What follows belongs to an exercise in optimizing a design on an open flow for small area, a short achievable clock period and few clock cycles per item; a production flow would make more cautious choices. Function was checked by simulation only, so behaviour that the tests miss may differ from the original.

==> flow/design.v (excerpt) <==
module amf_rx (
    input  wire        clk,
    input  wire        rst,
    input  wire        in_valid,
    output wire        in_ready,
    input  wire [31:0] sample,
    output reg         frm_valid,
    output wire [63:0] frm_payload,
    output reg         frm_crc_ok
);
For scale: roughly 260 flip-flops, ~100 I/O pins, about 33000 µm² of cells after synthesis.
==> module filt_step, before the edit <==
module filt_step (
    input  wire [30:0] s,
    input  wire        hs,        
    input  wire [7:0]  te,
    input  wire [23:0] tm,
    output wire [30:0] y,
    output wire        hy         
);
    wire [7:0]  es  = s[30:23];
    wire [23:0] ms  = {hs, s[22:0]};
    wire        big = es > 8'd1;
    wire        p47 = ms >= 24'hB6DB6E;         
    wire        sh  = big & ~p47;               
    wire [48:0] w;
    mul07_tree u_tree (.ms(ms), .sh(sh), .w(w));
    wire [7:0]  esf = big ? es : 8'd1;
    wire [7:0]  eh  = esf - {7'd0, sh};
    wire        hge = eh >= te;
    wire [23:0] mh  = sh ? w[46:23] : w[47:24];
    wire [7:0]  da  = eh - te;
    wire        fa  = da > 8'd27;
    wire [27:0] tx  = {1'b0, tm, 3'b000};
    wire [27:0] ts  = tx >> da[4:0];
    wire        tl  = fa ? (|tm) : (|(tx & ~(28'hFFFFFFF << da[4:0])));
    wire [27:0] tz  = fa ? {27'd0, tl} : {ts[27:1], ts[0] | tl};
    wire [7:0]  db  = te - esf + 8'd1;
    wire        fb  = db > 8'd28;
    wire [28:0] hx  = {w[48:24], w[23] & sh, 3'b000};
    wire [28:0] hsh = hx >> db[4:0];
    wire        hl  = fb ? (|hx) : (|(hx & ~(29'h1FFFFFFF << db[4:0])));
    wire [27:0] hz  = fb ? {27'd0, hl} : {hsh[27:1], hsh[0] | hl};
    wire [23:0] xa  = hge ? mh : tm;
    wire [27:0] zb  = hge ? tz : hz;
    wire [7:0]  ex  = hge ? eh : te;
    wire [2:0]  low = zb[2:0];
    wire [23:0] zh  = zb[26:3];                 
    wire [25:0] ya  = {2'b00, xa} + {2'b00, zh};
    wire [26:0] yc  = {2'b00, xa, 1'b1} + {2'b00, zh, 1'b1};
    wire [25:0] yb  = yc[26:1];                 
    wire        ovf = ya[24];
    wire        inc0 = low[2] & (low[1] | low[0] | ya[0]);
    wire        inc1 = ya[0] & ((|low) | ya[1]);
    wire [24:0] m0  = inc0 ? yb[24:0] : ya[24:0];
    wire [24:0] m1  = inc1 ? yb[25:1] : ya[25:1];
    wire [24:0] mn  = ovf ? m1 : m0;
    wire [23:0] px  = xa ^ zh;
    wire        ro0 = inc0 & (&px);
    wire [7:0]  exm = ex - 8'd1;
    wire [7:0]  ex1 = ex + 8'd1;
    wire        sub = (ex == 8'd1);
    wire [7:0]  ey0 = ro0 ? ex1 : ((sub & ~m0[23]) ? exm : ex);
    wire [7:0]  ey1 = ex1;
    wire [7:0]  ey  = ovf ? ey1 : ey0;
    assign y  = {ey, mn[22:0]};
    assign hy = ~sub | ovf | m0[24] | m0[23];
endmodule
clock: 35.0 ns
lec_check: 0
abc_area: 1
cap_margin: 20
core_margin: 2
core_utilization: 40
slew_margin: 20
standard.sh (not shown) runs the stock make flow with config.mk's settings and CLKGATE_MAP_FILE= SYNTH_SCRIPT=/design/flow/synth_recipe.tcl, a recipe that flattens the netlist after the stock synthesis.
==> flow/flow/run.sh <==
#!/bin/bash
# The standard layout, with two changes to how it is made:
#  - Yosys's synth runs without its early ABC pass (SYNTH_ARGS=-noabc), so
#    that the full adders are found before the logic is remapped and do not
#    need inverters around them; the final ABC mapping is unchanged;
#  - repair_timing is asked for extra setup slack so that the gates on the
#    filter loop are sized for speed.
# The SDC (clock period, I/O delays) is the standard flow's own and is not touched.
set -euo pipefail
export SETUP_SLACK_MARGIN=26
export MAKEFLAGS="SYNTH_ARGS=-noabc"
bash standard.sh > standard.log 2>&1
Testbench counts at the start, summed over its fixed seeds: cycles 882,746, items 882,746.
==> next run, changes <==
--- a/flow/design.v
+++ b/flow/design.v
@@ -553,46 +553,48 @@
     wire        sh  = big & ~p47;               
     wire [48:0] w;
     mul07_tree u_tree (.ms(ms), .sh(sh), .w(w));
     wire [7:0]  esf = big ? es : 8'd1;
     wire [7:0]  eh  = esf - {7'd0, sh};
     wire        hge = eh >= te;
-    wire [23:0] mh  = sh ? w[46:23] : w[47:24];
+    wire [24:0] mh  = sh ? w[47:23] : w[48:24];    
     wire [7:0]  da  = eh - te;
     wire        fa  = da > 8'd27;
     wire [27:0] tx  = {1'b0, tm, 3'b000};
     wire [27:0] ts  = tx >> da[4:0];
     wire        tl  = fa ? (|tm) : (|(tx & ~(28'hFFFFFFF << da[4:0])));
     wire [27:0] tz  = fa ? {27'd0, tl} : {ts[27:1], ts[0] | tl};
     wire [7:0]  db  = te - esf + 8'd1;
     wire        fb  = db > 8'd28;
     wire [28:0] hx  = {w[48:24], w[23] & sh, 3'b000};
     wire [28:0] hsh = hx >> db[4:0];
     wire        hl  = fb ? (|hx) : (|(hx & ~(29'h1FFFFFFF << db[4:0])));
     wire [27:0] hz  = fb ? {27'd0, hl} : {hsh[27:1], hsh[0] | hl};
-    wire [23:0] xa  = hge ? mh : tm;
+    wire [24:0] xa  = hge ? mh : {1'b0, tm};
     wire [27:0] zb  = hge ? tz : hz;
     wire [7:0]  ex  = hge ? eh : te;
     wire [2:0]  low = zb[2:0];
-    wire [23:0] zh  = zb[26:3];                 
-    wire [25:0] ya  = {2'b00, xa} + {2'b00, zh};
-    wire [26:0] yc  = {2'b00, xa, 1'b1} + {2'b00, zh, 1'b1};
+    wire [24:0] zh  = zb[27:3];
+    wire [25:0] ya  = {1'b0, xa} + {1'b0, zh};
+    wire [26:0] yc  = {1'b0, xa, 1'b1} + {1'b0, zh, 1'b1};
     wire [25:0] yb  = yc[26:1];                 
     wire        ovf = ya[24];
     wire        inc0 = low[2] & (low[1] | low[0] | ya[0]);
     wire        inc1 = ya[0] & ((|low) | ya[1]);
     wire [24:0] m0  = inc0 ? yb[24:0] : ya[24:0];
     wire [24:0] m1  = inc1 ? yb[25:1] : ya[25:1];
     wire [24:0] mn  = ovf ? m1 : m0;
-    wire [23:0] px  = xa ^ zh;
-    wire        ro0 = inc0 & (&px);
+    wire [24:0] px  = xa ^ zh;
+    wire        ro0 = inc0 & (&px[23:0]) & ~px[24];
+    wire        ro1 = inc1 & (&px[24:0]);
     wire [7:0]  exm = ex - 8'd1;
     wire [7:0]  ex1 = ex + 8'd1;
+    wire [7:0]  ex2 = ex + 8'd2;
     wire        sub = (ex == 8'd1);
     wire [7:0]  ey0 = ro0 ? ex1 : ((sub & ~m0[23]) ? exm : ex);
-    wire [7:0]  ey1 = ex1;
+    wire [7:0]  ey1 = ro1 ? ex2 : ex1;
     wire [7:0]  ey  = ovf ? ey1 : ey0;
     assign y  = {ey, mn[22:0]};
     assign hy = ~sub | ovf | m0[24] | m0[23];
 endmodule
 module mul03_pre (
     input  wire [30:0] x,
=> Via count went up by 3.8%. Core utilization went up by 0.70 points. Hold slack stays flat. Worst setup slack is better by 0.020 ns. Routed wire length went up by 3.2%. Final area went up by 3.4%. First-iteration DRC count went down by 3.2%. Final cell count went up by 3.6%. Area after synthesis went up by 1.6%. Non-clock buffer count went up by 21.
Testbench counts after the change, summed over its fixed seeds: cycles 882,746, items 882,746.

-- afterwards: timing with drivers on the ports --
Ports are ideal in the flow. The routed layouts listed here were re-timed in OpenROAD.
Step 1, drivers: a clkbuf_16 drives clk and a buf_2 each remaining input, both assumed.
Step 2 also shifts input and output timing later by t, the mid clock arrival at the registers, as if the neighbouring blocks saw the same clock.
a / b / c = ideal ports / drivers / drivers and shift; a / b = the first two.
| run | t, ns | setup slack, ns | worst setup path at the end | worst slew at a driven data input, ns |
|---|---|---|---|---|
| the first run | 0.622 | 26.143 / 26.172 / 25.550 | input to register | 0.07 |
| the second run | 0.637 | 26.163 / 26.201 / 25.563 | input to register | 0.13 |
After both steps setup and hold are still met in every run listed. For the second run, which loses most, drivers alone change the setup slack by +0.038 ns; drivers and shift together by -0.600 ns.
